This is an optimization exercise on Yosys and OpenROAD, whose aim is small area, a short achievable clock period and few clock cycles, not a production implementation.
Only simulation tests tie the RTL to the original design; equivalence was not proved.
Power and IR drop assume default switching activity.

==> design.v <==
module rvf_curve_builder (
    input  wire        clk,
    input  wire        rst,
    input  wire        start,
    input  wire [6:0]  bw,           
    input  wire [6:0]  bh,           
    output wire        idle,
    output reg         wr_valid,
    output reg  [11:0] wr_addr,      
    output reg  [11:0] wr_data,      
    output reg         done
);
    reg        idle_r;
    reg        su;               
    reg        run;              
    reg        f1, f2;           
    reg [5:0]  w1;               
    reg        k0;               
    reg [5:0]  ox, oy;           
    reg [5:0]  xh;               
    reg [5:0]  yh;               
    reg [11:0] t;                
    reg        vd;               
    reg [5:0]  xd, yd;           
    reg [5:0]  ty;               
    reg [11:0] rb;               
    reg        ev;               
    reg [5:0]  xa;               
    assign idle = idle_r;
    wire [5:0] h1 = yh;
    wire [5:0] v = w1 | h1;
    wire [5:0] th;               
    genvar gj;
    generate for (gj = 0; gj < 6; gj = gj + 1) begin : g_th
        assign th[gj] = |v[5:gj];
    end endgenerate
    wire [5:0] dw = th & ~w1;    
    wire [5:0] dh = th & ~h1;
    wire [5:0] ox_w = {1'b0, dw[5:1]};
    wire [5:0] oy_w = {1'b0, dh[5:1]};
    wire [6:0] cw = {1'b0, dw} + 7'd1;
    wire [6:0] ch = {1'b0, dh} + 7'd1;
    wire [5:0] xh_w = th & ~cw[6:1];
    wire [5:0] yh_w = th & ~ch[6:1];
    wire [5:0] d1, d0, sw, cp;
    wire [5:0] x, y;
    generate for (gj = 0; gj < 6; gj = gj + 1) begin : g_pos
        assign d1[gj] = t[2*gj+1];
        assign d0[gj] = t[2*gj];
        if (gj == 5) begin : g_top
            assign sw[gj] = k0;
            assign cp[gj] = 1'b0;
        end else begin : g_low
            assign sw[gj] = k0 ^ ((5 - gj) % 2 == 1) ^ (^d1[5:gj+1]) ^ (^d0[5:gj+1]);
            assign cp[gj] = ^(d1[5:gj+1] & d0[5:gj+1]);
        end
        assign x[gj] = d1[gj] ^ cp[gj] ^ (d0[gj] & sw[gj]);
        assign y[gj] = d1[gj] ^ cp[gj] ^ (d0[gj] & ~sw[gj]);
    end endgenerate
    wire [5:0] glx = ~xd & ox, elx = ~(xd ^ ox);
    wire [5:0] ghx = xd & ~xh, ehx = ~(xd ^ xh);
    wire [5:0] gly = ~yd & oy, ely = ~(yd ^ oy);
    wire [5:0] ghy = yd & ~yh, ehy = ~(yd ^ yh);
    wire [5:0] ltx, gtx, lty, gty, out;
    generate for (gj = 0; gj < 6; gj = gj + 1) begin : g_cmp
        if (gj == 5) begin : g_top
            assign ltx[gj] = glx[gj];
            assign gtx[gj] = ghx[gj];
            assign lty[gj] = gly[gj];
            assign gty[gj] = ghy[gj];
        end else begin : g_low
            assign ltx[gj] = ltx[gj+1] | (glx[gj] & (&elx[5:gj+1]));
            assign gtx[gj] = gtx[gj+1] | (ghx[gj] & (&ehx[5:gj+1]));
            assign lty[gj] = lty[gj+1] | (gly[gj] & (&ely[5:gj+1]));
            assign gty[gj] = gty[gj+1] | (ghy[gj] & (&ehy[5:gj+1]));
        end
        assign out[gj] = ltx[gj] | gtx[gj] | lty[gj] | gty[gj];
    end endgenerate
    wire [6:0] sk;
    assign sk[0] = vd & out[0];
    generate for (gj = 1; gj < 6; gj = gj + 1) begin : g_sk
        assign sk[gj] = vd & out[gj] & t[0] & ~(|t[2*gj-1:1]);
    end endgenerate
    assign sk[6] = 1'b0;
    wire [11:0] m;
    generate for (gj = 0; gj < 12; gj = gj + 1) begin : g_m
        assign m[gj] = sk[gj/2 + 1];
    end endgenerate
    wire [11:0] tm = t | m;
    wire [11:0] cy;              
    wire [11:0] t_step;
    generate for (gj = 0; gj < 12; gj = gj + 1) begin : g_step
        if (gj == 0) begin : g_b0
            assign cy[gj] = 1'b1;
        end else begin : g_bn
            assign cy[gj] = &tm[gj-1:0];
        end
        assign t_step[gj] = (tm[gj] ^ cy[gj]) & ~m[gj];
    end endgenerate
    wire t_last = vd & (sk[1] ? (&tm) : ~(|t));
    wire bubble = sk[1];         
    wire [5:0] ty_p = ty + 6'd1;
    wire [5:0] ty_m = ty - 6'd1;
    wire       y_eq = (yd == ty);
    wire [5:0] gu = yd & ~ty, eu = ~(yd ^ ty);
    wire [5:0] upc;              
    generate for (gj = 0; gj < 6; gj = gj + 1) begin : g_up
        if (gj == 5) begin : g_top
            assign upc[gj] = gu[gj];
        end else begin : g_low
            assign upc[gj] = upc[gj+1] | (gu[gj] & (&eu[5:gj+1]));
        end
    end endgenerate
    wire       y_up = vd & upc[0];
    wire       y_dn = vd & ~upc[0] & ~y_eq;
    wire       y_st = ~y_up & ~y_dn;
    wire       near = y_eq | (yd == ty_p) | (yd == ty_m);
    wire       emit = run & vd & ~out[0];
    wire       stall = emit & ~near;
    wire [11:0] rb_p = rb + {6'd0, w1} + 12'd1;       
    wire [11:0] rb_m = rb + {6'h3f, ~w1};             
    always @(posedge clk) begin
        if (rst) begin
            idle_r   <= 1'b1;
            su       <= 1'b0;
            run      <= 1'b0;
            f1       <= 1'b0;
            f2       <= 1'b0;
            ev       <= 1'b0;
            vd       <= 1'b0;
            wr_valid <= 1'b0;
            done     <= 1'b0;
        end else begin
            su       <= idle_r & start;
            f1       <= run & t_last & ~stall;
            if (su) vd <= 1'b0;
            else if (!stall) vd <= ~bubble;
            f2       <= f1;
            done     <= f2;
            ev       <= emit & near;
            wr_valid <= ev;
            if (idle_r & start) idle_r <= 1'b0;
            if (f2) idle_r <= 1'b1;
            if (su) run <= 1'b1;
            if (run & t_last & ~stall) run <= 1'b0;
        end
        if (idle_r) begin
            w1 <= bw[5:0] - 6'd1;
            yh <= bh[5:0] - 6'd1;
        end
        if (su) begin
            k0 <= ^th;
            ox <= ox_w;
            oy <= oy_w;
            xh <= xh_w;
            yh <= yh_w;
        end
        if (su) begin
            t  <= 12'd0;
            ty <= oy_w;
            rb <= -{6'd0, ox_w};
        end else begin
            if (!stall) begin
                t  <= t_step;
                xd <= x;
                yd <= y;
            end
            ty <= ({6{y_up}} & ty_p) | ({6{y_dn}} & ty_m) | ({6{y_st}} & ty);
            rb <= ({12{y_up}} & rb_p) | ({12{y_dn}} & rb_m) | ({12{y_st}} & rb);
        end
        xa <= xd;
        wr_addr <= rb + {6'd0, xa};
        if (su) wr_data <= 12'd0;
        else wr_data <= wr_data + {11'd0, wr_valid};
    end
endmodule
==> flow/run.sh <==
#!/bin/bash
# The standard layout (standard.sh), with three changes to how it is made:
# timing repair aims at a setup margin of 6.9 ns, the port buffers are
# sky130_fd_sc_hd__buf_2 cells, and clock tree synthesis adds no dummy loads.
# make's full output goes to standard_flow.log, each tool's own log to
# orfs/logs/.
set -euo pipefail
bash standard.sh SETUP_SLACK_MARGIN=6.9 \
  'BUFFER_PORTS_ARGS=-buffer_cell sky130_fd_sc_hd__buf_2' \
  'CTS_ARGS=-sink_clustering_enable -repair_clock_nets -dont_use_dummy_load ' \
  finish > standard_flow.log 2>&1
==> standard.sh <==
#!/bin/bash
# synth_recipe.tcl (not shown) runs the flow's synth.tcl, then flattens the netlist and writes it again
# the make line also repeats each setting of config.mk as NAME=value (left out here)
make -C /OpenROAD-flow-scripts/flow DESIGN_CONFIG=/design/flow/config.mk WORK_HOME=/design/flow/orfs CLKGATE_MAP_FILE= SYNTH_SCRIPT=/design/flow/synth_recipe.tcl "${@:-finish}"
==> config.mk <==
export PLATFORM = sky130hd
export DESIGN_NAME = rvf_curve_builder
export DESIGN_NICKNAME = rvf_curve_builder
export VERILOG_FILES = /design/flow/design.v
export SDC_FILE = /design/flow/constraint.sdc
export NUM_CORES = 4
export LEC_CHECK = 0
export ABC_AREA = 1
export CAP_MARGIN = 20
export CORE_MARGIN = 2
export CORE_UTILIZATION = 55
export PLACE_DENSITY = 0.75
export SLEW_MARGIN = 20
==> constraint.sdc <==
create_clock -name core_clock -period 10.0 [get_ports {clk}]
set_input_delay 2.0000 -clock core_clock [delete_from_list [all_inputs] [get_ports {clk}]]
set_output_delay 2.0000 -clock core_clock [all_outputs]
set_load 0.01 [all_outputs]
==> results by group, run 1 <==
Outcome
  – Status: finished clean

STA
  – Setup TNS: 0 ps
  – RSZ-0062 raised after global routing: false
  – Slew headroom: 66.2%
  – Fin crit period: 2970 ps
  – Peak Freq: 337 MHz
  – Worst-Margin Slew: 507 ps
  – Fin. max-slew vios: 0
  – Final hold viol count: 0
  – Period utilization: 29.7%
  – Setup Viol. Count Final: 0
  – Post-Route Skew: 27.6 ps

Worst setup path
  – Slowest stage delay, CP: 440 ps
  – Critical path, cell by cell: buf_2
  – Max Fanout on Critical Path: 9
  – Top Family by Delay on Critical Path: flip-flops
  – Critical Path RT: 8000 ps
  – Critical Path AT: 970 ps
  – CP Launch Type: flip-flop
  – Crit Path Category: flip-flop to output pin
  – Nature of the critical path endpoint: output pin
  – Worst Path Buf+Inv: 1
  – CP max-delay cell: dfxtp_2

Yosys
  – Syn_nets: 1,032
  – Top_reg_cell synth: dfxtp_1
  – Yosys reg bits: 110
  – Post-Syn Instances: 956
  – Sequential cell area fraction in the yosys report: 36.6%
  – Async SR Flop Fraction: 0%
  – Synth cell types: 48
  – Synth Cell Area: 7150 um^2
  – Post-synth EDFFs: 41
  – Yosys Warn Count: 1
  – Synth Area per Inst: 7.48 um^2

Routing
  – WL per Instance: 14.6 um
  – DRC Markers: 0
  – Number of antenna-violating nets in the routed design: 0
  – Final WL: 16,900 um
  – Via count: 6,290
  – 1st-iter DRT viols: 474
  – Routed vias/inst: 5.41
  – First-pass detailed-route iteration total: 8

Placement
  – DP HPWL: 13,000 um
  – RD Place Congestion: 0.925
  – Port bufs: 41

Clocking
  – CTS buffer count: 9
  – Sink Count: 110
  – Hold_buf cts: 0
  – Max H-tree Level: 3
  – Clock-pin slew on the worst setup and hold paths: 80 ps
  – CTS tree: yes
  – Root Driver: clkbuf_16
  – Worst skew pair latency: 360 ps
  – Clock tree buffer depth: 2

Final layout
  – Fin util: 61.3%
  – # fillers: 1,180
  – Area Growth Syn to Fin: 8.70%
  – Layout cell share with drive strength beyond 1: 7.67%
  – Multi-input logic area: 3930 um^2
  – Antenna fix cells: 0
  – Storage cell area: 2620 um^2
  – Final #Nets: 1,069

GRT
  – Total GRT Usage: 25.3%
  – Antenna violations before repair: 0
  – M1 GR Usage: 33.0%
  – Largest net degree at the start of global routing: 46
  – Global-route track usage on met3: 5.91%
  – Vias in the first global route: 5,922
  – Global route hottest layer: met2
  – First-pass GRT wire length: 28,300 um
  – GR Util met2: 41.5%
  – Total congestion overflow: 0

Pwr
  – P_leak: 0.00379 uW
  – Switching power: 898 uW
  – Internal power: 1140 uW
  – Worst IR Drop VDD: 0.152 mV
  – Clk pwr share: 15.1%
  – Switching share of total power: 44.0%
  – Flop pwr share: 36.0%
  – Pwr Density: 263 nW/um^2
  – Comb pwr share: 48.8%

Die
  – IO Pins: 44
  – Die Y: 118 um
  – Die area: 13,900 um^2
  – # rows: 41
  – Core Area: 12,700 um^2
  – Width of the chip: 118 um
  – Initial Utilization: 56.4%

Run
  – Max-cap violations: 0

Worst hold path
  – Min-Delay Path Class: flip-flop to flip-flop
## synth_stat cells (2+ instances only)
library cell	n	area [um^2]
nand4_1	16	100
inv_1	139	522
xor2_1	44	385
o221ai_1	3	26.3
o22ai_1	2	12.5
o21bai_1	2	15.0
a31oi_1	6	37.5
nand2_2	3	18.8
nor2_1	98	368
o21ai_1	2	10.0
nor4_1	2	12.5
o21ai_0	45	225
and3_1	2	12.5
edfxtp_1	41	1230
nor3_1	10	50.1
a21oi_1	47	235
buf_2	6	30.0
dfxtp_1	69	1380
nand3b_1	5	37.5
or2_2	4	25.0
inv_2	2	7.51
xnor2_1	14	123
clkbuf_1	10	37.5
clkinv_1	3	11.3
nand3_1	87	435
o211ai_1	3	22.5
xor2_2	2	32.5
nand2_1	210	788
fa_1	3	60.1
ha_1	56	701
a21o_1	2	15.0
a22oi_1	2	15.0
## cells by family (layout without fill, tap and decap cells)
| kind of cell | Yosys count | in the layout | synth area share [%] |
|---|---|---|---|
| compound gates | 118 | 118 | 9.05 |
| fa+ha+maj | 59 | 59 | 10.6 |
| buf+inv | 162 | 197 | 8.74 |
| xor+xnor | 62 | 62 | 8.11 |
| flops | 110 | 110 | 36.6 |
| simple gates | 445 | 445 | 26.9 |
## cell usage in the layout, fill, tap and decap left out, drive strengths merged, types with 2 or more instances in the layout
| cell | count |
|---|---|
| or2 | 5 |
| nand3b | 5 |
| buf | 44 |
| o22ai | 2 |
| clkbuf | 9 |
| inv | 140 |
| a21o | 2 |
| o21ai | 48 |
| xor2 | 46 |
| o211ai | 3 |
| a22oi | 2 |
| nor4 | 2 |
| o21bai | 2 |
| clkinv | 3 |
| nor2 | 99 |
| a31oi | 6 |
| dfxtp | 69 |
| xnor2 | 15 |
| edfxtp | 41 |
| nor3 | 12 |
| fa | 3 |
| ha | 56 |
| and3 | 2 |
| nand3 | 88 |
| nand2 | 213 |
| nand4 | 17 |
| a21oi | 47 |
| o221ai | 3 |
## layer usage
layer	wire (um)	share of wire, %
met5	0	0
met4	380	2.2
met3	1360	8.0
met2	7910	47
met1	7290	43
## area by class of cell
class / count / area share [%]
clock buffer: 9 / 2.90
inverter: 144 / 7.01
tap: 172 / 2.77
timing repair buffer: 44 / 3.09
sequential: 110 / 33.7
multi-input combinational: 684 / 50.6
## state kept, by name, summed over array words and instances (netlist names), 12 cells and up
| register | count |
|---|---|
| wr_addr | 12 |
| t | 12 |
| wr_data | 12 |
| rb | 12 |
## power groups by stage
| stage | Sequential (uW) | Clock, uW | Combinational (uW) |
|---|---|---|---|
| 2_1_floorplan | 690 | 0 | 785 |
| 3_3_place_gp | 740 | 0 | 954 |
| 3_5_place_dp | 742 | 0 | 978 |
| 4_1_cts | 732 | 315 | 986 |
| 5_1_grt | 746 | 332 | 1140 |
| 6_report | 735 | 309 | 996 |
## stage by stage
stage	cells	setup WS, ps	cell area (um^2)	power [uW]	hold slack, ps
after floorplan	956	7060	7150	1480	348
after global placement	1153	6880	7500	1690	402
after detailed placement	1153	6840	7500	1720	415
after CTS	1162	6930	7730	2030	405
after global routing	1163	6890	7770	2220	405
final	1163	7030	7770	2040	399
## worst paths after layout
check / endpoint / depth (start not counted) / startpoint / slack [ps]
hold reg to reg: wr_valid$_SDFF_PP0_ / 2 / ev$_SDFF_PP0_ / 400
hold / removal: wr_valid$_SDFF_PP0_ / 2 / ev$_SDFF_PP0_ / 400
setup reg to reg: yd[2]$_DFFE_PP_ / 12 / yd[5]$_DFFE_PP_ / 7100
setup / recovery: idle / 1 / idle_r$_SDFFE_PP1P_ / 7030
## what timing repair did
| action | 4_1_cts | 5_1_grt |
|---|---|---|
| setup endpoints to repair | 13 | 12 |
| gates resized for setup | 2 | 4 |
| cloned | 0 | 0 |
| pin swaps | 0 | 0 |
| setup buffers | 0 | 1 |
Testbench counts, summed over its fixed seeds: cycles 157,109.
==> run 2, diff against run 1 <==
==> flow/run.sh (replaced) <==
#!/bin/bash
# The standard layout (standard.sh), with four changes to how it is made:
# - synthesis is synth_recipe.tcl's (synth -nofsm -noshare, flatten, rename)
#   except that its ABC call maps with flow/abc.script, a delay-targeted
#   mapping (1800 ps) with area recovery; registers are mapped as before;
# - timing repair aims at a setup margin of 6.9 ns;
# - the port buffers are sky130_fd_sc_hd__buf_2 cells;
# - clock tree synthesis adds no dummy loads.
# make's full output goes to standard_flow.log, each tool's own log to
# orfs/logs/.
set -euo pipefail
here=$(pwd)
export MY_ABC_SCRIPT=$here/flow/abc.script
bash standard.sh SYNTH_SCRIPT=$here/flow/synth.tcl SETUP_SLACK_MARGIN=6.9 \
  'BUFFER_PORTS_ARGS=-buffer_cell sky130_fd_sc_hd__buf_2' \
  'CTS_ARGS=-sink_clustering_enable -repair_clock_nets -dont_use_dummy_load ' \
  finish > standard_flow.log 2>&1
==> flow/abc.script (new file) <==
strash
dch
map -D 1800
topo
stime -c
buffer -c
upsize -c -D 1800
dnsize -c -D 1800
==> flow/synth.tcl (new file) <==
proc synth {args} { yosys synth -nofsm -noshare {*}$args }
proc abc {args} {
  set i [lsearch -exact $args -script]
  if { $i >= 0 } {
    set args [lreplace $args $i [expr {$i + 1}] -script $::env(MY_ABC_SCRIPT)]
  }
  puts "abc wrapper: $args"
  yosys abc {*}$args
}
source $::env(SCRIPTS_DIR)/synth.tcl
# left out here: clear keep_hierarchy, flatten, clean up, hide names made inside functions, write 1_2_yosys.v
--- a/config.mk
+++ b/config.mk
@@ -10,4 +10,4 @@
 export CORE_MARGIN = 2
-export CORE_UTILIZATION = 55
-export PLACE_DENSITY = 0.75
+export CORE_UTILIZATION = 40
+export PLACE_DENSITY = 0.6
 export SLEW_MARGIN = 20
==> run 2 against run 1 <==
Total power down 7.7%. Non-clock buffer count up 32. Still clean. Largest power group unchanged. Register-to-register slack worse by 80 ps. Design area down 0.89%. Maximum frequency down 0.58%. Global-route usage down 7.3 points. Highest routed layer unchanged.
==> results by group, run 2 <==
Outcome
  – Status: finished clean

Yosys
  – Synth cell types: 48 (unchanged)
  – Yosys Warn Count: 1 (unchanged)
  – Post-Syn Instances: 812 (-15%)
  – Post-synth EDFFs: 41 (unchanged)
  – Most frequent cell after synthesis: inv_1
  – Synth Area per Inst: 8.25 um^2 (+10%)
  – Top_reg_cell synth: dfxtp_1
  – Top area cells in the synthesized netlist: dfxtp_1 21%, edfxtp_1 18%, ha_1 10%, inv_1 7.1%, xor2_1 6.9%
  – Synth top area share: 20.6% (+1.3 points)
  – Leading area contributor after synthesis: dfxtp_1
  – Post-synth top cells: 127 x inv_1, 97 x nand2_1, 95 x nor2_1, 69 x dfxtp_1, 56 x ha_1
  – Async SR Flop Fraction: 0% (unchanged)
  – Sequential cell area fraction in the yosys report: 39.0% (+2.4 points)
  – Syn_nets: 888 (-14%)
  – Yosys reg bits: 110 (unchanged)
  – Synth Cell Area: 6700 um^2 (-6.2%)

STA
  – Final hold viol count: 0 (unchanged)
  – Setup TNS: 0 ps (unchanged)
  – Fin crit period: 2990 ps (+17.2 ps)
  – Fin. max-slew vios: 0 (unchanged)
  – Setup Viol. Count Final: 0 (unchanged)
  – Post-Route Skew: 17.4 ps (-10.2 ps)
  – RSZ-0062 raised after global routing: true
  – Period utilization: 29.9% (+0.17 points)
  – Peak Freq: 335 MHz (-0.58%)
  – Slew headroom: 37.5% (-29 points)
  – Worst-Margin Slew: 937 ps (+430 ps)

GRT
  – Vias in the first global route: 4,952 (-16%)
  – Largest net degree at the start of global routing: 52 (+13%)
  – Total GRT Usage: 18.0% (-7.3 points)
  – Antenna violations before repair: 0 (unchanged)
  – Total congestion overflow: 0 (unchanged)
  – First-pass GRT wire length: 25,200 um (-11%)

Final layout
  – # fillers: 1,634 (+38%)
  – Area Growth Syn to Fin: 14.9%
  – Commonest non-fill, non-tap cell in the layout: inv_1
  – Final #Nets: 960 (-10%)
  – Layout Cells excl Fill: 1,102 (-5.2%)
  – Most frequent cells in the layout: 126 x inv_1, 95 x nand2_1, 91 x nor2_1, 67 x dfxtp_1, 54 x ha_1
  – Layout cell share with drive strength beyond 1: 14.1% (+6.4 points)
  – Antenna fix cells: 0 (unchanged)

Routing
  – Number of antenna-violating nets in the routed design: 0 (unchanged)
  – Final WL: 15,800 um (-6.4%)
  – Routed vias/inst: 4.95 (-8.4%)
  – 1st-iter DRT viols: 283 (-40%)
  – Via count: 5,460 (-13%)
  – WL per Instance: 14.4 um (-1.3%)
  – First-pass detailed-route iteration total: 5 (-3)
  – DRC Markers: 0 (unchanged)

Clocking
  – Sink Count: 110 (unchanged)
  – CTS tree: yes
  – Worst skew pair latency: 360 ps (about the same)
  – Root Driver: clkbuf_16
  – Clock-pin slew on the worst setup and hold paths: 80 ps (about the same)
  – CTS buffer count: 9 (unchanged)
  – Max H-tree Level: 3 (unchanged)
  – Clock tree buffer depth: 2 (unchanged)

Worst setup path
  – CP Launch Type: flip-flop
  – Top Family by Delay on Critical Path: flip-flops
  – Critical Path RT: 8000 ps (about the same)
  – Worst Path Buf+Inv: 1 (unchanged)
  – Critical path, cell by cell: buf_2
  – WP depth: 1 (unchanged)
  – Critical Path AT: 990 ps (+20 ps)
  – Nature of the critical path endpoint: output pin
  – Crit Path Category: flip-flop to output pin
  – CP max-delay cell: dfxtp_2
  – Slowest stage delay, CP: 460 ps (+20 ps)
  – Max Fanout on Critical Path: 9 (unchanged)
  – Register-to-Register Path Depth: 16 (+4)

Placement
  – Inst Count DP: 1,062 (-7.9%)
  – RD Place Congestion: 0.870 (-5.9%)
  – Port bufs: 41 (unchanged)
  – DP HPWL: 11,900 um (-8.3%)

Die
  – Die area: 17,800 um^2 (+28%)
  – Die Y: 133 um (+13%)
  – IO Pins: 44 (unchanged)
  – Width of the chip: 133 um (+13%)
  – # rows: 47 (+15%)
  – Initial Utilization: 40.7% (-16 points)
  – Core Area: 16,500 um^2 (+30%)

Pwr
  – P_leak: 0.00341 uW (-10%)
  – Pwr Density: 245 nW/um^2 (-6.9%)
  – Worst IR Drop VDD: 0.131 mV (-14%)

Run
  – Max-cap violations: 0 (unchanged)

Worst hold path
  – Hold path depth: 2 (unchanged)
  – Min-Delay Path Class: flip-flop to flip-flop
-- run 2: cell count changes after synthesis, moves of 8 or more --
cell	delta
nand3_1	-62
o21ai_0	+8
inv_1	-12
xor2_1	+9
nand2_1	-113
-- run 2: layout make-up --
class	count	area, um^2	area share (%)
Clock buffer	9	225	2.92
Inverter	133	507	6.58
Multi-Input combinational cell	554	3610	46.8
Sequential cell	110	2620	34.0
Tap cell	220	275	3.57
Timing Repair Buffer	76	472	6.13
-- run 2: worst paths after layout --
kind	slack, ps	to	from
worst max-delay path	7010	idle	idle_r$_SDFFE_PP1P_
worst min-delay path	390	f2$_SDFF_PP0_	f1$_SDFF_PP0_
worst min register to register	390	f2$_SDFF_PP0_	f1$_SDFF_PP0_
worst max register to register	7020	f1$_SDFF_PP0_	yh[5]$_DFFE_PP_
-- run 2: kinds of logic (layout without fill, tap and decap cells) --
| logic type | after synthesis | count (layout) | synth area share, % |
|---|---|---|---|
| buf+inv | 148 | 218 | 8.40 |
| xor+xnor | 70 | 70 | 9.15 |
| fa+ha+maj | 59 | 59 | 11.3 |
| simple gates | 268 | 268 | 18.3 |
| compound gates | 157 | 157 | 13.8 |
| flops | 110 | 110 | 39.0 |
-- run 2: timing repair --
item / 4_1_cts / 5_1_grt
pin swaps: 0 / 13
cloned: 0 / 0
gates resized for setup: 1 / 20
endpoints found under the setup margin: 1 / 21
hold buffers: 0 / 0
buffers inserted: 0 / 31
-- run 2: per-stage QoR --
stage	hold WS, ps	power [uW]	instance area (um^2)	utilization (%)	worst slack (ps)
after floorplan	348	1320	6700	-	7060
after global placement	402	1510	7150	43.4	6820
after detailed placement	401	1520	7150	43.4	6820
after CTS	396	1840	7380	44.8	6980
after global routing	410	2040	7700	46.8	6800
final	394	1880	7700	46.8	7010
-- run 2: power breakdown --
part	switching (uW)	total, uW	internal, uW
clock network	153	312	159
registers	106	696	590
logic	514	875	361
total	773	1880	1110
-- run 2: routing by layer --
layer | wire length, um | vias up | GRT usage [%]
met2 | 7140 | 107 | 28.1
met5 | 0 | - | 0
met4 | 248 | 0 | 5.79
li1 | - | 2846 | -
met1 | 7850 | 2489 | 25.8
met3 | 610 | 18 | 2.40
==> run 3, diff against run 2 <==
--- a/flow/run.sh
+++ b/flow/run.sh
@@ -5,3 +5,3 @@
 #   mapping (1800 ps) with area recovery; registers are mapped as before;
-# - timing repair aims at a setup margin of 6.9 ns;
+# - timing repair aims at a setup margin of 7.05 ns;
 # - the port buffers are sky130_fd_sc_hd__buf_2 cells;
@@ -13,3 +13,3 @@
 export MY_ABC_SCRIPT=$here/flow/abc.script
-bash standard.sh SYNTH_SCRIPT=$here/flow/synth.tcl SETUP_SLACK_MARGIN=6.9 \
+bash standard.sh SYNTH_SCRIPT=$here/flow/synth.tcl SETUP_SLACK_MARGIN=7.05 \
   'BUFFER_PORTS_ARGS=-buffer_cell sky130_fd_sc_hd__buf_2' \
==> run 3 against run 2 <==
Global-route usage about the same. Design area is 2.9% higher. Worst setup slack gained 87 ps. Critical endpoint is now f1$_SDFF_PP0_. Highest routed layer unchanged.
==> results by group, run 3 <==
Die
  – Die Y: 133 um (unchanged)
  – Width of the chip: 133 um (unchanged)
  – # rows: 47 (unchanged)
  – Die area: 17,800 um^2 (unchanged)
  – Core Area: 16,500 um^2 (unchanged)
  – Initial Utilization: 40.7% (unchanged)
  – IO Pins: 44 (unchanged)

Worst setup path
  – Nature of the critical path endpoint: flip-flop
  – Register-to-Register Path Depth: 18 (+2)
  – Worst reg2reg path startpoint: xd[5]$_DFFE_PP_
  – Max Fanout on Critical Path: 4 (-5)
  – Reg2reg end: f1$_SDFF_PP0_
  – Critical Path AT: 3200 ps (+2210 ps)
  – Setup crit start: xd[5]$_DFFE_PP_
  – Worst reg2reg setup slack: 7100 ps (+80 ps)
  – Crit path to: f1$_SDFF_PP0_
  – Crit Path Category: flip-flop to flip-flop
  – Critical Path RT: 10,290 ps (+2290 ps)
  – CP Launch Type: flip-flop

Routing
  – Via count: 5,554 (+1.7%)
  – 1st-iter DRT viols: 299 (+5.7%)
  – WL per Instance: 14.3 um (-0.42%)
  – Number of antenna-violating nets in the routed design: 0 (unchanged)
  – DRC Markers: 0 (unchanged)
  – Final WL: 16,100 um (+1.3%)
  – First-pass detailed-route iteration total: 5 (unchanged)
  – Routed vias/inst: 4.95 (about the same)

Pwr
  – P_leak: 0.00351 uW (+3.1%)
  – Overall Power: 1930 uW (+2.6%)
  – Pwr Density: 244 nW/um^2 (-0.29%)
  – Worst IR Drop VDD: 0.112 mV (-14%)

GRT
  – Total GRT Usage: 18.0% (+0.047 points)
  – First-pass GRT wire length: 25,300 um (+0.22%)
  – Global route hottest layer: met2
  – M1 GR Usage: 25.8% (-0.030 points)
  – Largest net degree at the start of global routing: 52 (unchanged)
  – Antenna violations before repair: 0 (unchanged)
  – GR Util met2: 28.3% (+0.20 points)
  – Global-route track usage on met3: 2.40% (unchanged)
  – Vias in the first global route: 4,952 (unchanged)
  – Total congestion overflow: 0 (unchanged)

Clocking
  – Clock-pin slew on the worst setup and hold paths: 70 ps (about the same)
  – Clock tree buffer depth: 2 (unchanged)
  – CTS buffer count: 9 (unchanged)
  – Sink Count: 110 (unchanged)
  – CTS tree: yes
  – Max H-tree Level: 3 (unchanged)
  – Root Driver: clkbuf_16
  – Hold_buf cts: 0 (unchanged)
  – Worst skew pair latency: 360 ps (about the same)

STA
  – PnR worst setup slack: 7100 ps (+86.6 ps)
  – Fin crit period: 2900 ps (-86.6 ps)
  – Final hold viol count: 0 (unchanged)
  – Post-Route Skew: 15.6 ps (-1.80 ps)
  – Setup TNS: 0 ps (unchanged)
  – Slew headroom: 37.2% (-0.28 points)
  – Peak Freq: 345 MHz (+3.0%)
  – Setup Viol. Count Final: 0 (unchanged)
  – Worst-Margin Slew: 941 ps (+4.19 ps)
  – RSZ-0062 raised after global routing: true
  – Fin. max-slew vios: 0 (unchanged)
  – Period utilization: 29.0% (-0.87 points)

Yosys
  – Top area cells in the synthesized netlist: dfxtp_1 21%, edfxtp_1 18%, ha_1 10%, inv_1 7.1%, xor2_1 6.9%
  – Synth Cell Area: 6700 um^2 (unchanged)
  – Leading area contributor after synthesis: dfxtp_1
  – Post-synth top cells: 127 x inv_1, 97 x nand2_1, 95 x nor2_1, 69 x dfxtp_1, 56 x ha_1
  – Post-synth EDFFs: 41 (unchanged)
  – Yosys Warn Count: 1 (unchanged)
  – Most frequent cell after synthesis: inv_1
  – Synth Area per Inst: 8.25 um^2 (unchanged)
  – Async SR Flop Fraction: 0% (unchanged)
  – Synth cell types: 48 (unchanged)
  – Top_reg_cell synth: dfxtp_1
  – Sequential cell area fraction in the yosys report: 39.0% (unchanged)
  – Yosys reg bits: 110 (unchanged)
  – Post-Syn Instances: 812 (unchanged)
  – Syn_nets: 888 (unchanged)
  – Synth top area share: 20.6% (unchanged)

Placement
  – DP HPWL: 11,900 um (unchanged)
  – Post-placement setup slack: 6820 ps (unchanged)
  – RD Place Congestion: 0.870 (unchanged)
  – Port bufs: 41 (unchanged)

Worst hold path
  – Min-Delay Path Class: flip-flop to flip-flop

Final layout
  – Commonest non-fill, non-tap cell in the layout: inv_1
  – Area Growth Syn to Fin: 18.2%
  – Antenna fix cells: 0 (unchanged)
  – Final #Nets: 979 (+2.0%)
  – Layout cell share with drive strength beyond 1: 17.2% (+3.1 points)
  – Most frequent cells in the layout: 124 x inv_1, 95 x nand2_1, 88 x nor2_1, 67 x dfxtp_1, 55 x ha_1
  – # fillers: 1,621 (-0.80%)
  – Fin util: 48.1% (+1.4 points)

Outcome
  – Status: finished clean

Run
  – Max-cap violations: 0 (unchanged)
==> run 3: timing repair <==
action / in CTS / in global routing
resized for setup: 5 / 39
gates cloned: 0 / 0
buffers inserted: 0 / 50
pin swaps: 0 / 15
setup endpoints to repair: 7 / 32
==> run 3: per-stage QoR <==
stage	instances	instance area, um^2	hold WS (ps)
final	1121	7920	398
after global routing	1121	7920	410
after CTS	1071	7390	396
after detailed placement	1062	7150	401
after global placement	1062	7150	402
after floorplan	812	6700	348
==> run 3: cell type report <==
| type | count | area, um^2 | area share [%] |
|---|---|---|---|
| Timing Repair Buffer | 95 | 631 | 7.96 |
| Tap cell | 220 | 275 | 3.47 |
| Sequential cell | 110 | 2620 | 33.0 |
| Multi-Input combinational cell | 554 | 3660 | 46.2 |
| Clock buffer | 9 | 225 | 2.84 |
| Inverter | 133 | 513 | 6.47 |
==> run 3: per-layer routing <==
metal / vias up / wire [um]
li1: 2884 / -
met1: 2549 / 7860
met2: 103 / 7340
met3: 18 / 606
met4: 0 / 244
met5: - / 0
==> run 3: cell families (layout without fill, tap and decap cells) <==
| group | Yosys count | in the layout | synth area share [%] |
|---|---|---|---|
| adders and majority gates | 59 | 59 | 11.3 |
| and+or+nand+nor | 268 | 268 | 18.3 |
| AOI/OAI and AO/OA | 157 | 157 | 13.8 |
| DFF | 110 | 110 | 39.0 |
| buffers and inverters | 148 | 237 | 8.40 |
| xor gates and xnor gates | 70 | 70 | 9.15 |
==> run 3: critical path, cell delays in order (launching register included) <==
cell and delay (ps):
edfxtp_1 490, ha_4 330, inv_1 40, o21bai_1 170
a31oi_1 60, nand2_1 80, nor2_2 70, nand4_4 120
nand2_4 60, nor2_4 110, nor2_1 60, nor2_2 190
o221ai_4 170, nor2_4 150, inv_2 70, nor2_4 100
a21oi_2 80, nor4_4 310, and2_1 160
==> run 3: power breakdown <==
group	total (uW)	switching [uW]	internal [uW]
Combinational	925	532	393
Sequential	696	106	590
Clock	312	152	159
==> run 3: worst min path at each step <==
stage	startpoint	end	slack, ps	cells after the start
final	f1$_SDFF_PP0_	f2$_SDFF_PP0_	400	2
after global routing	f1$_SDFF_PP0_	f2$_SDFF_PP0_	410	2
after CTS	f1$_SDFF_PP0_	f2$_SDFF_PP0_	400	2
after detailed placement	ev$_SDFF_PP0_	wr_valid$_SDFF_PP0_	400	2
after global placement	ev$_SDFF_PP0_	wr_valid$_SDFF_PP0_	400	2
after floorplan	xd[0]$_DFFE_PP_	xa[0]$_DFF_P_	350	0
==> run 4, diff against run 3 <==
--- a/flow/run.sh
+++ b/flow/run.sh
@@ -4,3 +4,3 @@
 #   except that its ABC call maps with flow/abc.script, a delay-targeted
-#   mapping (1800 ps) with area recovery; registers are mapped as before;
+#   mapping (1100 ps) with area recovery; registers are mapped as before;
 # - timing repair aims at a setup margin of 7.05 ns;
==> flow/abc.script (replaced) <==
strash
dch
map -D 1100
topo
stime -c
buffer -c
upsize -c -D 1100
dnsize -c -D 1100
==> run 4 against run 3 <==
Synthesized cell count up 4.7%. Critical endpoint is now idle. Hold slack better by 6.3 ps. Sequential power up 3%. Largest power group unchanged. Register-to-register slack better by 130 ps. Still clean on timing, DRC and antenna. Critical path depth down 17.
==> results by group, run 4 <==
Yosys
  – Synth Cell Area: 6890 um^2 (+2.7%)
  – Post-synth EDFFs: 41 (unchanged)
  – Sequential cell area fraction in the yosys report: 37.9% (-1.0 points)
  – Synth cell types: 58 (+21%)
  – Yosys Warn Count: 1 (unchanged)
  – Most frequent cell after synthesis: nand2_1
  – Async SR Flop Fraction: 0% (unchanged)
  – Top area cells in the synthesized netlist: dfxtp_1 20%, edfxtp_1 18%, ha_1 10%, nand2_1 7.6%, inv_1 6.4%
  – Post-Syn Instances: 850 (+4.7%)
  – Post-synth top cells: 140 x nand2_1, 118 x inv_1, 74 x nor2_1, 69 x dfxtp_1, 56 x ha_1
  – Leading area contributor after synthesis: dfxtp_1
  – Synth Area per Inst: 8.10 um^2 (-1.8%)
  – Syn_nets: 926 (+4.3%)
  – Synth top area share: 20.1% (-0.55 points)
  – Top_reg_cell synth: dfxtp_1
  – Yosys reg bits: 110 (unchanged)

GRT
  – Total congestion overflow: 0 (unchanged)
  – First-pass GRT wire length: 28,100 um (+11%)
  – Largest net degree at the start of global routing: 54 (+3.8%)
  – Vias in the first global route: 5,365 (+8.3%)
  – Antenna violations before repair: 1 (+1)
  – Total GRT Usage: 19.7% (+1.7 points)

Final layout
  – Commonest non-fill, non-tap cell in the layout: nand2_1
  – Final #Nets: 970 (-0.92%)
  – Antenna fix cells: 0 (unchanged)
  – Most frequent cells in the layout: 138 x nand2_1, 115 x inv_1, 73 x nor2_1, 63 x dfxtp_1, 56 x ha_1
  – Layout cell share with drive strength beyond 1: 11.0% (-6.2 points)
  – Area Growth Syn to Fin: 11.2%

Pwr
  – Overall Power: 1920 uW (-0.50%)
  – P_leak: 0.00343 uW (-2.2%)
  – Worst IR Drop VDD: 0.127 mV (+13%)
  – Pwr Density: 251 nW/um^2 (+2.9%)

Die
  – Die area: 18,300 um^2 (+2.7%)
  – Width of the chip: 135 um (+1.3%)
  – Initial Utilization: 41.2% (+0.53 points)
  – # rows: 47 (unchanged)
  – IO Pins: 44 (unchanged)
  – Die Y: 135 um (+1.3%)
  – Core Area: 16,700 um^2 (+1.4%)

Clocking
  – Worst skew pair latency: 360 ps (about the same)
  – Sink Count: 110 (unchanged)
  – Clock-pin slew on the worst setup and hold paths: 60 ps (about the same)
  – Clock tree buffer depth: 2 (unchanged)
  – Hold_buf cts: 0 (unchanged)
  – CTS buffer count: 9 (unchanged)
  – Max H-tree Level: 3 (unchanged)
  – Root Driver: clkbuf_16
  – CTS tree: yes

Worst setup path
  – Nature of the critical path endpoint: output pin
  – CP Launch Type: flip-flop
  – Max Fanout on Critical Path: 9 (+5)
  – Critical path, cell by cell: buf_2
  – Worst Path Buf+Inv: 1 (-1)
  – Slowest stage delay, CP: 410 ps (-80 ps)
  – CP max-delay cell: dfxtp_4
  – Crit Path Category: flip-flop to output pin
  – Top Family by Delay on Critical Path: flip-flops
  – Critical Path RT: 8000 ps (-2290 ps)
  – Critical Path AT: 900 ps (-2300 ps)

STA
  – Peak Freq: 345 MHz (about the same)
  – Period utilization: 29.0% (about the same)
  – Setup TNS: 0 ps (unchanged)
  – Setup Viol. Count Final: 0 (unchanged)
  – Final hold viol count: 0 (unchanged)
  – Fin. max-slew vios: 0 (unchanged)
  – Fin crit period: 2900 ps (-1.08 ps)
  – RSZ-0062 raised after global routing: true
  – Slew headroom: 57.0% (+20 points)
  – Worst-Margin Slew: 645 ps (-296 ps)
  – Post-Route Skew: 19.2 ps (+3.58 ps)

Placement
  – DP HPWL: 12,800 um (+7.7%)
  – Port bufs: 41 (unchanged)
  – RD Place Congestion: 0.901 (+3.6%)

Routing
  – Routed vias/inst: 5.19 (+4.7%)
  – DRC Markers: 0 (unchanged)
  – Number of antenna-violating nets in the routed design: 0 (unchanged)
  – WL per Instance: 15.4 um (+7.6%)
  – First-pass detailed-route iteration total: 4 (-1)
  – 1st-iter DRT viols: 396 (+32%)
  – Via count: 5,768 (+3.9%)
  – Final WL: 17,100 um (+6.7%)

Run
  – Max-cap violations: 0 (unchanged)

Worst hold path
  – Min-Delay Path Class: flip-flop to flip-flop

Outcome
  – Status: finished clean
-- run 4: changes by cell type in the layout (fill, tap and decap cells not counted), moves of 6 or more --
| cell | before | now |
|---|---|---|
| nand2_1 | 95 | 138 |
| nor3_1 | 16 | 22 |
| nor2_1 | 88 | 73 |
| nand3_1 | 23 | 39 |
| buf_4 | 51 | 10 |
| inv_1 | 124 | 115 |
| nand4_1 | 10 | 27 |
| xor2_1 | 53 | 44 |
| a31oi_1 | 9 | 3 |
| o21ai_0 | 47 | 36 |
-- run 4: layout make-up --
| cell class | instances | area, um^2 |
|---|---|---|
| timing repair buffer | 52 | 300 |
| tap | 220 | 275 |
| inverter | 121 | 465 |
| multi-input combinational | 600 | 3770 |
| fill | 1668 | 9040 |
| clock buffer | 9 | 225 |
| sequential | 110 | 2620 |
-- run 4: metrics by stage --
step                instance area (um^2)  hold slack (ps)  cells  worst slack, ps  utilization, %
finish                              7660              404   1112             7100            45.9
global route                        7660              427   1112             6990            45.9
CTS                                 7570              405   1105             7070            45.3
detailed placement                  7290              396   1093             6410            43.7
global placement                    7290              395   1093             6400            43.7
floorplan                           6890              372    850             7090               -
-- run 4: repair_timing --
| action | in CTS | in global routing |
|---|---|---|
| pin swaps | 1 | 4 |
| gates resized for setup | 7 | 12 |
| hold endpoints to repair | 0 | 0 |
| cloned | 1 | 0 |
| buffers inserted | 2 | 7 |
| endpoints found under the setup margin | 31 | 39 |
-- run 4: power breakdown --
part	switching, uW	internal, uW
registers	122	593
clock network	153	159
logic	538	357
total	814	1110
-- run 4: routing by layer --
metal	part of all wire, %	track usage, %
met5	0.076	0
met4	2.2	6.25
met3	4.6	4.60
met2	46	31.9
met1	47	26.2
-- run 4: path summary, 6_finish.rpt --
| path | from | to | slack (ps) | cells after the start |
|---|---|---|---|---|
| max | idle_r$_SDFFE_PP1P_ | idle | 7100 | 1 |
| min | f1$_SDFF_PP0_ | f2$_SDFF_PP0_ | 400 | 2 |
| max reg2reg | xd[4]$_DFFE_PP_ | t[8]$_SDFFE_PP0N_ | 7230 | 11 |
| min reg2reg | f1$_SDFF_PP0_ | f2$_SDFF_PP0_ | 400 | 2 |
-- run 4: logic make-up (layout without fill, tap and decap cells) --
kind of cell	Yosys count	count (layout)	synth area share, %
simple gates	335	336	22.3
buf+inv	141	182	7.92
flops	110	110	37.9
compound gates	142	142	12.5
xor+xnor	63	63	8.21
fa+ha+maj	59	59	11.0
==> run 5, diff against run 4 <==
--- a/flow/run.sh
+++ b/flow/run.sh
@@ -4,4 +4,4 @@
 #   except that its ABC call maps with flow/abc.script, a delay-targeted
-#   mapping (1100 ps) with area recovery; registers are mapped as before;
-# - timing repair aims at a setup margin of 7.05 ns;
+#   mapping (1400 ps) with area recovery; registers are mapped as before;
+# - timing repair aims at a setup margin of 7.0 ns;
 # - the port buffers are sky130_fd_sc_hd__buf_2 cells;
@@ -13,3 +13,3 @@
 export MY_ABC_SCRIPT=$here/flow/abc.script
-bash standard.sh SYNTH_SCRIPT=$here/flow/synth.tcl SETUP_SLACK_MARGIN=7.05 \
+bash standard.sh SYNTH_SCRIPT=$here/flow/synth.tcl SETUP_SLACK_MARGIN=7.0 \
   'BUFFER_PORTS_ARGS=-buffer_cell sky130_fd_sc_hd__buf_2' \
==> flow/abc.script (replaced) <==
strash
dch
map -D 1400
topo
stime -c
buffer -c
upsize -c -D 1400
dnsize -c -D 1400
==> run 5 against run 4 <==
Cell count shrank 2.0%. Hold slack better by 3.2 ps. Largest cell class unchanged. Sequential share of layout area up 0.19 points. Worst setup slack worse by 19 ps. Via count decreased by 4.7%. Still clean. Area after synthesis decreased by 2.6%. Count of clock-buffer cells in the layout did not move. Sequential power rose by 2%. Non-clock buffer count increased by 10. Die area decreased by 2.5%. Maximum frequency decreased by 0.67%.
==> results by group, run 5 <==
Worst setup path
  – Register-to-Register Path Depth: 16 (+5)
  – Setup crit start: idle_r$_SDFFE_PP1P_
  – Critical path, cell by cell: buf_2
  – Reg2reg end: t[8]$_SDFFE_PP0N_
  – Worst Path Buf+Inv: 1 (unchanged)
  – Crit path to: idle
  – Nature of the critical path endpoint: output pin
  – WP depth: 1 (unchanged)
  – CP Launch Type: flip-flop
  – Slowest stage delay, CP: 420 ps (about the same)
  – Worst reg2reg path startpoint: yh[5]$_DFFE_PP_
  – Critical Path RT: 8000 ps (about the same)
  – Critical Path AT: 920 ps (+20 ps)
  – Max Fanout on Critical Path: 9 (unchanged)
  – CP max-delay cell: dfxtp_4
  – Worst reg2reg setup slack: 7180 ps (-50 ps)
  – Crit Path Category: flip-flop to output pin
  – Top Family by Delay on Critical Path: flip-flops

GRT
  – Antenna violations before repair: 0 (-1)
  – Vias in the first global route: 4,986 (-7.1%)
  – Total congestion overflow: 0 (unchanged)
  – Largest net degree at the start of global routing: 62 (+15%)
  – First-pass GRT wire length: 25,700 um (-8.4%)
  – Total GRT Usage: 18.4% (-1.4 points)

Final layout
  – Design area: 7600 um^2 (-0.74%)
  – Antenna fix cells: 0 (unchanged)
  – Layout Cells excl Fill: 1,090 (-2.0%)
  – Most frequent cells in the layout: 120 x inv_1, 102 x nand2_1, 80 x nor2_1, 67 x dfxtp_1, 55 x ha_1
  – Commonest non-fill, non-tap cell in the layout: inv_1
  – Final #Nets: 948 (-2.3%)
  – Layout cell share with drive strength beyond 1: 12.4% (+1.4 points)
  – Area Growth Syn to Fin: 13.4%

Yosys
  – Syn_nets: 890 (-3.9%)
  – Leading area contributor after synthesis: dfxtp_1
  – Synth top area share: 20.6% (+0.54 points)
  – Post-synth EDFFs: 41 (unchanged)
  – Synth Area per Inst: 8.24 um^2 (+1.7%)
  – Yosys reg bits: 110 (unchanged)
  – Top_reg_cell synth: dfxtp_1
  – Async SR Flop Fraction: 0% (unchanged)
  – Post-synth top cells: 122 x inv_1, 104 x nand2_1, 85 x nor2_1, 69 x dfxtp_1, 56 x ha_1
  – Sequential cell area fraction in the yosys report: 39.0% (+1.0 points)
  – Synth cell types: 50 (-14%)
  – Top area cells in the synthesized netlist: dfxtp_1 21%, edfxtp_1 18%, ha_1 10%, inv_1 6.8%, xor2_1 6.4%
  – Yosys Warn Count: 1 (unchanged)
  – Synth Cell Area: 6710 um^2 (-2.6%)
  – Most frequent cell after synthesis: inv_1
  – Post-Syn Instances: 814 (-4.2%)

Pwr
  – P_leak: 0.00333 uW (-3.1%)
  – Switching power: 822 uW (+0.97%)
  – Flop pwr share: 37.3% (about the same)
  – Comb pwr share: 46.6% (about the same)
  – Worst IR Drop VDD: 0.0955 mV (-25%)
  – Pwr Density: 257 nW/um^2 (+2.4%)
  – Switching share of total power: 42.0% (-0.28 points)
  – Clk pwr share: 16.0% (-0.3 points)
  – Internal power: 1130 uW (+2.1%)

Placement
  – RD Place Congestion: 0.863 (-4.2%)
  – DP HPWL: 12,000 um (-6.6%)
  – Placed Instance Area: 7160 um^2 (-1.9%)
  – Inst Count DP: 1,064 (-2.7%)
  – Port bufs: 41 (unchanged)

Routing
  – Final WL: 15,800 um (-7.9%)
  – DRC Markers: 0 (unchanged)
  – WL per Instance: 14.5 um (-6.1%)
  – Number of antenna-violating nets in the routed design: 0 (unchanged)
  – Via count: 5,497 (-4.7%)
  – 1st-iter DRT viols: 300 (-24%)
  – Routed vias/inst: 5.04 (-2.8%)
  – First-pass detailed-route iteration total: 5 (+1)

STA
  – Period utilization: 29.2% (+0.19 points)
  – RSZ-0062 raised after global routing: true
  – Worst-Margin Slew: 741 ps (+95.9 ps)
  – Fin. max-slew vios: 0 (unchanged)
  – Fin crit period: 2920 ps (+19.5 ps)
  – Setup TNS: 0 ps (unchanged)
  – Final hold viol count: 0 (unchanged)
  – Setup Viol. Count Final: 0 (unchanged)
  – Slew headroom: 50.6% (-6.4 points)
  – Post-Route Skew: 15.0 ps (-4.17 ps)
  – Peak Freq: 342 MHz (-0.67%)

Clocking
  – Hold_buf cts: 0 (unchanged)
  – Clock-pin slew on the worst setup and hold paths: 70 ps (about the same)
  – Root Driver: clkbuf_16
  – Sink Count: 110 (unchanged)
  – Clock tree buffer depth: 2 (unchanged)
  – CTS tree: yes
  – Worst skew pair latency: 360 ps (about the same)
  – Max H-tree Level: 3 (unchanged)
  – CTS buffer count: 9 (unchanged)

Die
  – Initial Utilization: 40.7% (-0.51 points)
  – Die Y: 133 um (-1.3%)
  – Die area: 17,800 um^2 (-2.5%)
  – Core Area: 16,500 um^2 (-1.4%)
  – Width of the chip: 133 um (-1.3%)
  – # rows: 47 (unchanged)
  – IO Pins: 44 (unchanged)

Worst hold path
  – Min-Delay Path Class: flip-flop to flip-flop

Run
  – Max-cap violations: 0 (unchanged)

Outcome
  – Status: finished clean
-- run 5: power by group through the flow --
stage	sequential (uW)	combinational (uW)	clock [uW]
after global routing	746	1040	339
after global placement	737	862	0
final	730	911	314
after detailed placement	739	876	0
after CTS	729	891	324
after floorplan	693	700	0
-- run 5: metrics by stage --
stage                     power, uW  utilization, %  setup WS, ps  hold slack [ps]
after detailed placement       1610            43.5          6780              397
after global routing           2130            46.2          6950              431
after global placement         1600            43.5          6780              400
final                          1950            46.2          7080              407
after floorplan                1390               -          7100              371
after CTS                      1940            45.0          7000              409
-- run 5: repair_timing --
item / in CTS / in global routing
gates resized for setup: 6 / 20
pin swaps: 1 / 10
setup buffers: 2 / 15
setup endpoints to repair: 20 / 35
cloned: 0 / 0
-- run 5: final cells by class --
| class | count | area, um^2 |
|---|---|---|
| clock buffers | 9 | 225 |
| well taps | 220 | 275 |
| fillers | 1661 | 8860 |
| repair buffers | 62 | 374 |
| multi-input cells | 564 | 3640 |
| inverters | 125 | 473 |
| flip-flops and latches | 110 | 2620 |
-- run 5: how the worst min path moves through the flow --
| stage | cells past startpoint | startpoint | to | slack (ps) |
|---|---|---|---|---|
| 6_report | 2 | f1$_SDFF_PP0_ | f2$_SDFF_PP0_ | 410 |
| 5_1_grt | 2 | ev$_SDFF_PP0_ | wr_valid$_SDFF_PP0_ | 430 |
| 4_1_cts | 2 | f1$_SDFF_PP0_ | f2$_SDFF_PP0_ | 410 |
| 3_5_place_dp | 2 | f1$_SDFF_PP0_ | f2$_SDFF_PP0_ | 400 |
| 3_3_place_gp | 2 | f1$_SDFF_PP0_ | f2$_SDFF_PP0_ | 400 |
| 2_1_floorplan | 0 | xd[0]$_DFFE_PP_ | xa[0]$_DFF_P_ | 370 |
-- run 5: routing by layer --
metal / wire, um / global-route usage, %
met5: 0 / 0
met4: 320 / 7.51
met3: 702 / 2.89
met2: 6970 / 27.9
met1: 7780 / 26.1
-- run 5: cells by family after synthesis --
kind of cell	synth area share, %
compound gates	12.8
xor+xnor	8.49
buf+inv	7.93
flops	39.0
simple gates	20.4
fa+ha+maj	11.3
-- run 5: tightest hold or removal path, stage by stage (launching register included) --
cell	delay (ps)
dfxtp_1	300
inv_1	40
nor2_1	30
==> run 6, diff against run 5 <==
--- a/flow/run.sh
+++ b/flow/run.sh
@@ -4,3 +4,4 @@
 #   except that its ABC call maps with flow/abc.script, a delay-targeted
-#   mapping (1400 ps) with area recovery; registers are mapped as before;
+#   mapping (1400 ps) with area recovery, and Yosys does not extract full and
+#   half adders before ABC; registers are mapped as before;
 # - timing repair aims at a setup margin of 7.0 ns;
--- a/flow/synth.tcl
+++ b/flow/synth.tcl
@@ -9,2 +9,3 @@
 }
+proc extract_fa {args} { puts "extract_fa skipped" }
 source $::env(SCRIPTS_DIR)/synth.tcl
==> run 6 against run 5 <==
Still clean. Combinational power fell by 12%. Cell count rose by 1.0%. Sequential share of layout area rose by 2.3 points. Register-to-register slack barely moved. Flip-flop and latch count did not move. Area after synthesis fell by 3.5%. Critical path type unchanged. Highest routed layer unchanged.
==> results by group, run 6 <==
Outcome
  – Status: finished clean

Final layout
  – Most frequent cells in the layout: 160 x nand2_1, 128 x nor2_1, 103 x inv_1, 67 x dfxtp_1, 46 x xor2_1
  – Fin util: 45.0% (-1.2 points)
  – Area Growth Syn to Fin: 10.1%
  – Antenna fix cells: 0 (unchanged)
  – # fillers: 1,597 (-3.9%)
  – Commonest non-fill, non-tap cell in the layout: nand2_1
  – Layout cell share with drive strength beyond 1: 13.0% (+0.58 points)
  – Final #Nets: 904 (-4.6%)

Worst setup path
  – WP depth: 1 (unchanged)
  – Slowest stage delay, CP: 430 ps (about the same)
  – Critical Path AT: 940 ps (+20 ps)
  – Worst Path Buf+Inv: 1 (unchanged)
  – Top Family by Delay on Critical Path: flip-flops
  – Max Fanout on Critical Path: 9 (unchanged)
  – Crit Path Category: flip-flop to output pin
  – CP max-delay cell: dfxtp_4
  – Critical Path RT: 8000 ps (about the same)
  – Critical path, cell by cell: buf_2
  – Nature of the critical path endpoint: output pin
  – Register-to-Register Path Depth: 11 (-5)
  – CP Launch Type: flip-flop

Pwr
  – Overall Power: 1820 uW (-6.7%)
  – P_leak: 0.00310 uW (-7.0%)
  – Internal power: 1060 uW (-6.3%)
  – Flop pwr share: 39.1% (+1.8 points)
  – Clk pwr share: 16.9% (+0.9 points)
  – Worst IR Drop VDD: 0.110 mV (+15%)
  – Switching power: 763 uW (-7.2%)
  – Pwr Density: 256 nW/um^2 (-0.43%)
  – Switching share of total power: 41.8% (-0.23 points)
  – Comb pwr share: 44.0% (-2.6 points)

STA
  – Fin. max-slew vios: 0 (unchanged)
  – Slew headroom: 46.3% (-4.4 points)
  – Worst-Margin Slew: 798 ps (+56.9 ps)
  – Setup Viol. Count Final: 0 (unchanged)
  – Period utilization: 29.4% (+0.22 points)
  – Final hold viol count: 0 (unchanged)
  – RSZ-0062 raised after global routing: false
  – Hold_ws: 408 ps (+1.33 ps)
  – Post-Route Skew: 18.8 ps (+3.78 ps)
  – Setup TNS: 0 ps (unchanged)
  – Fin crit period: 2940 ps (+22.2 ps)
  – Peak Freq: 340 MHz (-0.75%)

Yosys
  – Post-synth top cells: 160 x nand2_1, 130 x nor2_1, 103 x inv_1, 69 x dfxtp_1, 46 x xor2_1
  – Syn_nets: 868 (-2.5%)
  – Most frequent cell after synthesis: nand2_1
  – Synth cell types: 64 (+28%)
  – Top_reg_cell synth: dfxtp_1
  – Leading area contributor after synthesis: dfxtp_1
  – Synth Cell Area: 6470 um^2 (-3.5%)
  – Yosys Warn Count: 1 (unchanged)
  – Async SR Flop Fraction: 0% (unchanged)
  – Post-synth EDFFs: 41 (unchanged)
  – Synth top area share: 21.3% (+0.75 points)
  – Sequential cell area fraction in the yosys report: 40.4% (+1.4 points)
  – Post-Syn Instances: 851 (+4.5%)
  – Yosys reg bits: 110 (unchanged)
  – Synth Area per Inst: 7.60 um^2 (-7.7%)
  – Top area cells in the synthesized netlist: dfxtp_1 21%, edfxtp_1 19%, nand2_1 9.3%, nor2_1 7.5%, xor2_1 6.2%

Clocking
  – Clock tree buffer depth: 2 (unchanged)
  – Max H-tree Level: 3 (unchanged)
  – CTS tree: yes
  – Worst skew pair latency: 350 ps (about the same)
  – Sink Count: 110 (unchanged)
  – Post-CTS setup buffers: 0 (-2)
  – Root Driver: clkbuf_16
  – Hold_buf cts: 0 (unchanged)
  – # resized after CTS: 7 (+1)
  – Clock-pin slew on the worst setup and hold paths: 80 ps (about the same)
  – CTS buffer count: 9 (unchanged)

Routing
  – Routed vias/inst: 5.02 (-0.49%)
  – WL per Instance: 14.0 um (-3.6%)
  – First-pass detailed-route iteration total: 5 (unchanged)
  – 1st-iter DRT viols: 321 (+7.0%)
  – Via count: 5,525 (+0.51%)
  – Number of antenna-violating nets in the routed design: 0 (unchanged)
  – DRC Markers: 0 (unchanged)
  – Final WL: 15,400 um (-2.6%)

GRT
  – First-pass GRT wire length: 24,200 um (-5.7%)
  – Total GRT Usage: 17.6% (-0.76 points)
  – Largest net degree at the start of global routing: 60 (-3.2%)
  – Vias in the first global route: 4,942 (-0.88%)
  – Total congestion overflow: 0 (unchanged)
  – Antenna violations before repair: 0 (unchanged)

Die
  – Die area: 17,200 um^2 (-3.4%)
  – Core Area: 15,800 um^2 (-3.9%)
  – Initial Utilization: 40.9% (+0.16 points)
  – Width of the chip: 131 um (-1.7%)
  – Die Y: 131 um (-1.7%)
  – IO Pins: 44 (unchanged)
  – # rows: 46 (-2.1%)

Worst hold path
  – Hold path depth: 2 (unchanged)
  – Min-Delay Path Class: flip-flop to flip-flop

Placement
  – RD Place Congestion: 0.885 (+2.5%)
  – Port bufs: 41 (unchanged)
  – DP HPWL: 11,700 um (-2.5%)

Run
  – Max-cap violations: 0 (unchanged)
[run 6: worst paths after layout]
check                       from         endpoint  slack, ps
min reg2reg        f1$_SDFF_PP0_    f2$_SDFF_PP0_        410
min                f1$_SDFF_PP0_    f2$_SDFF_PP0_        410
max reg2reg      yd[4]$_DFFE_PP_  xd[0]$_DFFE_PP_       7180
max          idle_r$_SDFFE_PP1P_             idle       7060
[run 6: cell type report]
cell class                      count  area, um^2  area share (%)
Timing Repair Buffer               43         220            3.09
Multi-Input combinational cell    613        3380            47.4
Inverter                          110         417            5.85
Sequential cell                   110        2620            36.7
Clock buffer                        9         225            3.16
Tap cell                          216         270            3.79
[run 6: cells by family (layout without fill, tap and decap cells)]
family,after synthesis,in the layout,share of synthesized area [%]
AO/OA/AOI/OAI,146,146,14.7
XOR/XNOR,63,63,8.86
buffers and inverters,128,162,7.85
flip-flops,110,110,40.4
AND/OR/NAND/NOR,404,404,28.2
[run 6: metrics by stage]
step / cells / cell area, um^2 / setup WS, ps
2_1_floorplan: 851 / 6470 / 7070
3_3_place_gp: 1092 / 6870 / 6660
3_5_place_dp: 1092 / 6870 / 6650
4_1_cts: 1101 / 7120 / 7020
5_1_grt: 1101 / 7130 / 7010
6_report: 1101 / 7130 / 7060
[run 6: power by group through the flow]
stage | clock [uW] | sequential [uW] | combinational (uW)
6_report | 308 | 713 | 803
5_1_grt | 330 | 727 | 903
4_1_cts | 319 | 710 | 803
3_5_place_dp | 0 | 720 | 797
3_3_place_gp | 0 | 719 | 790
2_1_floorplan | 0 | 691 | 646
[run 6: tightest hold or removal path, cell delays in order, from the launching register on]
cell and delay [ps]:
dfxtp_1 300, inv_1 40, nor2_1 30
[run 6: per-layer routing]
metal  GRT usage (%)  vias up  part of all wire, %
li1                -     2880                    -
met1            22.8     2505                   48
met2            30.1      118                   47
met3            2.89       22                  3.5
met4            5.62        0                  1.9
met5               0        -                    0
==> run 7, diff against run 6 <==
--- a/flow/run.sh
+++ b/flow/run.sh
@@ -16,3 +16,3 @@
   'BUFFER_PORTS_ARGS=-buffer_cell sky130_fd_sc_hd__buf_2' \
-  'CTS_ARGS=-sink_clustering_enable -repair_clock_nets -dont_use_dummy_load ' \
+  'CTS_ARGS=-sink_clustering_enable -repair_clock_nets -dont_use_dummy_load -buf_list sky130_fd_sc_hd__clkbuf_8' \
   finish > standard_flow.log 2>&1
==> run 7 against run 6 <==
Still clean. Sequential share of layout area increased by 0.48 points. Core utilization decreased by 0.58 points. Wire length decreased by 0.18%. Critical path type unchanged. Critical endpoint is now wr_data[9]. Highest routed layer unchanged.
==> results by group, run 7 <==
Worst setup path
  – Worst reg2reg path startpoint: yd[4]$_DFFE_PP_
  – Critical path, cell by cell: buf_2
  – CP Launch Type: flip-flop
  – Crit path to: wr_data[9]
  – Max Fanout on Critical Path: 3 (-6)
  – Slowest stage delay, CP: 380 ps (-50 ps)
  – CP max-delay cell: dfxtp_1
  – Setup crit start: wr_data[9]$_SDFF_PP0_
  – Top Family by Delay on Critical Path: flip-flops
  – Worst reg2reg setup slack: 7180 ps (about the same)
  – Critical Path AT: 900 ps (-40 ps)
  – Critical Path RT: 8000 ps (about the same)
  – Reg2reg end: t[5]$_SDFFE_PP0N_
  – Crit Path Category: flip-flop to output pin
  – Worst Path Buf+Inv: 1 (unchanged)
  – WP depth: 1 (unchanged)
  – Register-to-Register Path Depth: 12 (+1)
  – Nature of the critical path endpoint: output pin

GRT
  – Antenna violations before repair: 0 (unchanged)
  – Vias in the first global route: 4,911 (-0.63%)
  – Largest net degree at the start of global routing: 60 (unchanged)
  – Total congestion overflow: 0 (unchanged)
  – Total GRT Usage: 17.7% (+0.10 points)
  – First-pass GRT wire length: 24,200 um (about the same)

Final layout
  – Layout cell share with drive strength beyond 1: 13.1% (+0.098 points)
  – Layout Cells excl Fill: 1,102 (+0.091%)
  – Most frequent cells in the layout: 160 x nand2_1, 128 x nor2_1, 103 x inv_1, 67 x dfxtp_1, 46 x xor2_1
  – # fillers: 1,606 (+0.56%)
  – Final #Nets: 905 (+0.11%)
  – Area Growth Syn to Fin: 8.70%
  – Antenna fix cells: 0 (unchanged)
  – Commonest non-fill, non-tap cell in the layout: nand2_1

Yosys
  – Most frequent cell after synthesis: nand2_1
  – Yosys reg bits: 110 (unchanged)
  – Leading area contributor after synthesis: dfxtp_1
  – Async SR Flop Fraction: 0% (unchanged)
  – Synth Area per Inst: 7.60 um^2 (unchanged)
  – Post-Syn Instances: 851 (unchanged)
  – Top area cells in the synthesized netlist: dfxtp_1 21%, edfxtp_1 19%, nand2_1 9.3%, nor2_1 7.5%, xor2_1 6.2%
  – Sequential cell area fraction in the yosys report: 40.4% (unchanged)
  – Syn_nets: 868 (unchanged)
  – Synth top area share: 21.3% (unchanged)
  – Top_reg_cell synth: dfxtp_1
  – Synth Cell Area: 6470 um^2 (unchanged)
  – Yosys Warn Count: 1 (unchanged)
  – Post-synth EDFFs: 41 (unchanged)
  – Post-synth top cells: 160 x nand2_1, 130 x nor2_1, 103 x inv_1, 69 x dfxtp_1, 46 x xor2_1
  – Synth cell types: 64 (unchanged)

Routing
  – Final WL: 15,300 um (-0.18%)
  – Routed vias/inst: 5.01 (-0.25%)
  – 1st-iter DRT viols: 298 (-7.2%)
  – Number of antenna-violating nets in the routed design: 0 (unchanged)
  – WL per Instance: 13.9 um (-0.27%)
  – Via count: 5,516 (-0.16%)
  – First-pass detailed-route iteration total: 5 (unchanged)
  – DRC Markers: 0 (unchanged)

Clocking
  – CTS buffer count: 9 (unchanged)
  – Clock-pin slew on the worst setup and hold paths: 100 ps (+20 ps)
  – Root Driver: clkbuf_8
  – Worst skew pair latency: 380 ps (+30 ps)
  – Max H-tree Level: 3 (unchanged)
  – CTS tree: yes
  – Sink Count: 110 (unchanged)
  – Hold_buf cts: 0 (unchanged)
  – Clock tree buffer depth: 2 (unchanged)

Pwr
  – Pwr Density: 246 nW/um^2 (-3.8%)
  – P_leak: 0.00305 uW (-1.4%)
  – Worst IR Drop VDD: 0.142 mV (+30%)

Run
  – Max-cap violations: 0 (unchanged)

Die
  – Initial Utilization: 40.9% (unchanged)
  – Width of the chip: 131 um (unchanged)
  – # rows: 46 (unchanged)
  – Die area: 17,200 um^2 (unchanged)
  – IO Pins: 44 (unchanged)
  – Die Y: 131 um (unchanged)
  – Core Area: 15,800 um^2 (unchanged)

Outcome
  – Status: finished clean

Placement
  – RD Place Congestion: 0.885 (unchanged)
  – DP HPWL: 11,700 um (unchanged)
  – Inst Count DP: 1,092 (unchanged)
  – Port bufs: 41 (unchanged)

STA
  – Post-Route Skew: 26.1 ps (+7.31 ps)
  – Final hold viol count: 0 (unchanged)
  – Fin crit period: 2900 ps (-40.8 ps)
  – Fin. max-slew vios: 0 (unchanged)
  – Period utilization: 29.0% (-0.41 points)
  – RSZ-0062 raised after global routing: false
  – Peak Freq: 345 MHz (+1.4%)
  – Slew headroom: 45.9% (-0.40 points)
  – Setup TNS: 0 ps (unchanged)
  – Worst-Margin Slew: 804 ps (+5.89 ps)
  – Setup Viol. Count Final: 0 (unchanged)

Worst hold path
  – Min-Delay Path Class: flip-flop to flip-flop
-- run 7: area by class of cell --
type	count	area (um^2)	area share (%)
inverters	110	419	5.96
clock buffers	9	124	1.76
multi-input cells	613	3380	48.0
flip-flops and latches	110	2620	37.2
repair buffers	44	228	3.24
well taps	216	270	3.84
-- run 7: tightest hold or removal path, cell delays in order, from the launching register on --
cell and delay, ps:
dfxtp_1 310, inv_1 40, nor2_1 30
-- run 7: cell families (layout without fill, tap and decap cells) --
logic type | Yosys count | count (layout) | synth area share [%]
AO/OA/AOI/OAI | 146 | 146 | 14.7
buffers and inverters | 128 | 163 | 7.85
XOR/XNOR | 63 | 63 | 8.86
flip-flops | 110 | 110 | 40.4
AND/OR/NAND/NOR | 404 | 404 | 28.2
-- run 7: stage by stage --
stage	instance area, um^2	worst slack, ps	power (uW)	hold slack [ps]	util, %
finish	7030	7100	1730	414	44.4
global route	7030	6990	1870	425	44.4
CTS	7020	7080	1740	417	44.4
detailed placement	6870	6650	1520	399	43.4
global placement	6870	6660	1510	393	43.4
floorplan	6470	7070	1340	348	-
-- run 7: power breakdown --
part | switching (uW) | internal, uW | total (uW)
Sequential | 115 | 595 | 711
Clock | 135 | 81.2 | 217
Combinational | 498 | 306 | 804
-- run 7: what timing repair did --
action	4_1_cts	5_1_grt
resized for setup	7	3
setup buffers	1	0
setup endpoints to repair	30	16
-- run 7: worst min-delay path by stage --
| stage | start | to | slack, ps | cells after the start |
|---|---|---|---|---|
| after floorplan | xd[1]$_DFFE_PP_ | xa[1]$_DFF_P_ | 350 | 0 |
| after global placement | f1$_SDFF_PP0_ | f2$_SDFF_PP0_ | 390 | 2 |
| after detailed placement | ev$_SDFF_PP0_ | wr_valid$_SDFF_PP0_ | 400 | 2 |
| after CTS | ev$_SDFF_PP0_ | wr_valid$_SDFF_PP0_ | 420 | 2 |
| after global routing | xd[1]$_DFFE_PP_ | xa[1]$_DFF_P_ | 420 | 0 |
| final | f1$_SDFF_PP0_ | f2$_SDFF_PP0_ | 410 | 2 |
-- run 7: routing by layer --
metal	track usage (%)	wire length [um]	share of wire (%)
met2	30.2	7210	47
met1	22.7	7240	47
met4	4.77	259	1.7
met3	3.82	620	4.0
met5	0	0	0

what the ideal ports hide:
Ports are ideal in the flow. The routed layouts listed here were re-timed in OpenROAD. Step 1 sets driving cells, clkbuf_16 on the clock port and buf_2 on the other inputs (assumed; they add their load-dependent delay and slew). Step 2 times the ports against the registers' clock, not the clock port: input delays grow and output delays shrink by t, the midpoint of the rising clock arrivals with the driver on. Slacks: ideal / step 1 / step 2; pairs: ideal / step 1.
| run | shift t [ns] | slack for setup (ns) | worst setup path after step 2 |
|---|---|---|---|
| run 1 | 0.391 | 7.028 / 6.988 / 6.852 | input to register |
| run 2 | 0.392 | 7.011 / 6.969 / 6.817 | input to register |
| run 3 | 0.392 | 7.098 / 7.072 / 6.869 | input to register |
| run 4 | 0.396 | 7.099 / 7.056 / 6.825 | input to register |
| run 5 | 0.390 | 7.079 / 7.038 / 6.904 | input to register |
| run 6 | 0.386 | 7.057 / 7.016 / 6.802 | input to register |
| run 7 | 0.404 | 7.098 / 7.063 / 6.820 | input to register |
After both steps setup and hold are still met in every run listed. For run 7, which loses most, drivers alone change the setup slack by -0.035 ns; drivers and shift together by -0.278 ns.
